This design comes from an exercise in tuning for small area and a short achievable clock period on the open sky130 flow, not from production work. At most, simulation tests tie the RTL to the original design; equivalence was not proved.

09-08:
## ooo_engine
module ooo_engine (
    input  logic         clk,
    input  logic         rst,
    input  logic [1:0]   tr_cnt,
    input  logic [3:0]   tr_op,
    input  logic [13:0]  tr_dst,
    input  logic [13:0]  tr_src1,
    input  logic [13:0]  tr_src2,
    output logic [1:0]   tr_pop,
    output logic [1:0]   rt_valid,
    output logic [31:0]  rt_seq,
    output logic [3:0]   rt_op,
    output logic [13:0]  rt_dst,
    output logic [13:0]  rt_src1,
    output logic [13:0]  rt_src2,
    output logic [287:0] rt_cyc,
    output logic [287:0] rt_dur,
    output logic         done,
    output logic [15:0]  cycles,
    output logic [15:0]  count
);
For scale: about 6900 cells after synthesis, about 78000 sq um of cells after synthesis.
export LEC_CHECK = 0
export CAP_MARGIN = 20
export CORE_MARGIN = 2
export CORE_UTILIZATION = 60
export CTS_CLUSTER_DIAMETER = 100
export CTS_CLUSTER_SIZE = 25
export SLEW_MARGIN = 20
create_clock -name core_clock -period 80.0 [get_ports {clk}]
standard.sh (not shown) runs the stock make flow with config.mk's settings and CLKGATE_MAP_FILE= SYNTH_SCRIPT=/design/flow/synth_recipe.tcl, a recipe that flattens the netlist after the stock synthesis.
==> flow/flow/run.sh <==
#!/bin/bash
# Standard ORFS layout (the standard.sh) with two changes: the port
# buffers are the smallest buffer, and repair_timing is asked for a setup
# margin that makes it work on the input-to-output paths. make's full output
# goes to flow_make.log here; each ORFS step also keeps its own log under
# orfs/logs.
set -euo pipefail
bash standard.sh finish \
  "BUFFER_PORTS_ARGS=-buffer_cell sky130_fd_sc_hd__buf_1" \
  SETUP_SLACK_MARGIN=50 > flow_make.log 2>&1
Modified inputs, 12-16 compared to 09-08
-- flow/design.v --
<<< 09-08, line 93
  logic [3:0]             head, tail;
  logic [4:0]             rob_cnt;
  logic [15:0]            rob_v, rob_s1, rob_s0, rob_cmp;
  logic [15:0]            rob_rdy, rob_iss;
  assign rob_rdy = rob_s1 & rob_s0;
  assign rob_iss = rob_s0 & ~rob_s1;
  logic [15:0][RECW-1:0]  rob_rec;
  logic [15:0][STW-1:0]   rob_st;
>>> 12-16, line 93
  logic [3:0]             head, tail;
  logic [4:0]             rob_cnt;
  logic [15:0]            rob_v, rob_rdy, rob_iss, rob_wb, rob_cmp;
  logic [15:0][RECW-1:0]  rob_rec;
  logic [15:0][STW-1:0]   rob_st;
<<< 09-08, line 152
  assign l_st[1]  = head[0] ? ev_rst : od_rst;
  logic [15:0] rdy1, xclr;
  assign rdy1 = rob_s1;
  assign xclr = rdy1 | rob_cmp;
  function automatic logic [UW-1:0] wake(input logic [UW-1:0] u, input logic [15:0] x);
>>> 12-16, line 149
  assign l_st[1]  = head[0] ? ev_rst : od_rst;
  logic [15:0] rdy1, xclr;
  assign rdy1 = rob_rdy | rob_wb;
  assign xclr = rdy1 | rob_cmp;
  function automatic logic [UW-1:0] wake(input logic [UW-1:0] u, input logic [15:0] x);
<<< 09-08, line 276
  logic td_set;
  logic [1:0] n_pop;
  logic pop_ok1, pop_ok2;
  assign td_set = ~trace_done & (((de_left != 2'd2) & (tr_cnt == 2'd0)) |
                                 ((de_left == 2'd0) & (tr_cnt == 2'd1)));
  assign n_pop = {pop_ok2 & tr_cnt[1],
                  pop_ok1 & ((tr_cnt[0] & ~tr_cnt[1]) | (~pop_ok2 & tr_cnt[1]))};
  logic [1:0] dmv, rmv, ren, dec, fet;
  always_comb begin
>>> 12-16, line 273
  logic td_set;
  logic [1:0] n_pop;
  assign td_set = ~trace_done & (((de_left != 2'd2) & (tr_cnt == 2'd0)) |
                                 ((de_left == 2'd0) & (tr_cnt == 2'd1)));
  assign n_pop = tr_pop;
  logic [1:0] dmv, rmv, ren, dec, fet;
  always_comb begin
<<< 09-08, line 404
      if (we_is[k]) rob_st[k][24:19] <= cyc1[5:0];
      if (we_ex[k]) rob_st[k][30:25] <= cyc1[5:0];
      rob_s1[k] <= (rob_s1[k] | (rob_s0[k] & rob_cmp[k])) & ~alloc[k];
      rob_s0[k] <= (rob_s1[k] | (rob_s0[k] & ~rob_cmp[k]) | we_ex[k]) & ~alloc[k];
      rob_cmp[k] <= cmp_next[k];
    end
  end
  assign pop_ok1 = ~done & ~trace_done & (de_left != 2'd2);
  assign pop_ok2 = ~done & ~trace_done & (de_left == 2'd0);
  assign tr_pop[1] = ~rst & pop_ok2 & tr_cnt[1];
  assign tr_pop[0] = ~rst & pop_ok1 & ((tr_cnt[0] & ~tr_cnt[1]) | (~pop_ok2 & tr_cnt[1]));
  assign cycles   = cycle;
  assign count    = seq_next;
>>> 12-16, line 399
      if (we_is[k]) rob_st[k][24:19] <= cyc1[5:0];
      if (we_ex[k]) rob_st[k][30:25] <= cyc1[5:0];
      rob_rdy[k] <= rdy1[k] & ~alloc[k];
      rob_wb[k]  <= rob_cmp[k] & ~alloc[k];
      rob_iss[k] <= ((rob_iss[k] & ~rob_cmp[k]) | we_ex[k]) & ~alloc[k];
      rob_cmp[k] <= cmp_next[k];
    end
  end
  logic pop_ok1, pop_ok2;
  assign pop_ok1 = ~done & ~trace_done & (de_left != 2'd2);
  assign pop_ok2 = ~done & ~trace_done & (de_left == 2'd0);
  assign tr_pop[1] = ~rst & pop_ok2 & tr_cnt[1];
  assign tr_pop[0] = ~rst & pop_ok1 & (pop_ok2 ? (tr_cnt[0] & ~tr_cnt[1]) : (tr_cnt[0] | tr_cnt[1]));
  assign cycles   = cycle;
  assign count    = seq_next;
### Flow results
- Against 09-08, 12-16 reports a non-clock buffer count that is higher.
- Between 12-16 and 09-08, the difference in number of inserted filler cells in the final layout is negligible.
- Looking at 12-16 and 09-08, the sequential area share after synthesis is a wash.
- Relative to 09-08, shortest clock period the worst path allows after layout has decreased by 0.14 ns in 12-16.
- Between 09-08 and 12-16, the flow reports width of the chip increasing slightly.
- Setup slack came out higher on 12-16 than on 09-08.
- Looking at 12-16 and 09-08, the source-to-sink clock delay at the later pin of the worst-skew pair is a wash.
- Critical path's slowest cell = buf_2: 12-16; critical path's slowest cell = and2_1: 09-08
- Across both runs, finished layout cell area was higher for 12-16 than for 09-08.
- The critical path depth of 12-16 is lower than that of 09-08.
- When 12-16 is measured against 09-08, its starting density of the core turns out 0.20 points lower.
Only the layout flow was run in 09-08; the RTL was not checked for function there.

==> static timing again, ports no longer ideal <==
No port has a modelled driver above. Below, the same layouts with a new extraction and two added sets of constraints. Step 1 assumes that a clkbuf_16 drives the clock port and a buf_2 every other input. Step 2 times the ports against the registers' clock, not the clock port: input delays grow and output delays shrink by t, the midpoint of the rising clock arrivals with the driver on. Slacks: ideal / step 1 / step 2; pairs: ideal / step 1.
run | t (ns) | slack for setup (ns) | hold slack, ns | worst setup path at the end | worst slew at a driven data input, ns
09-08 | 0.815 | 47.200 / 47.163 / 47.163 | 0.409 / 0.409 / 0.409 | input to output | 0.06
12-16 | 0.792 | 47.343 / 47.238 / 47.238 | 0.412 / 0.412 / 0.412 | input to output | 0.16
After both steps setup and hold are still met in every run listed. For 12-16, which loses most, drivers alone change the setup slack by -0.105 ns; drivers and shift together by -0.105 ns.
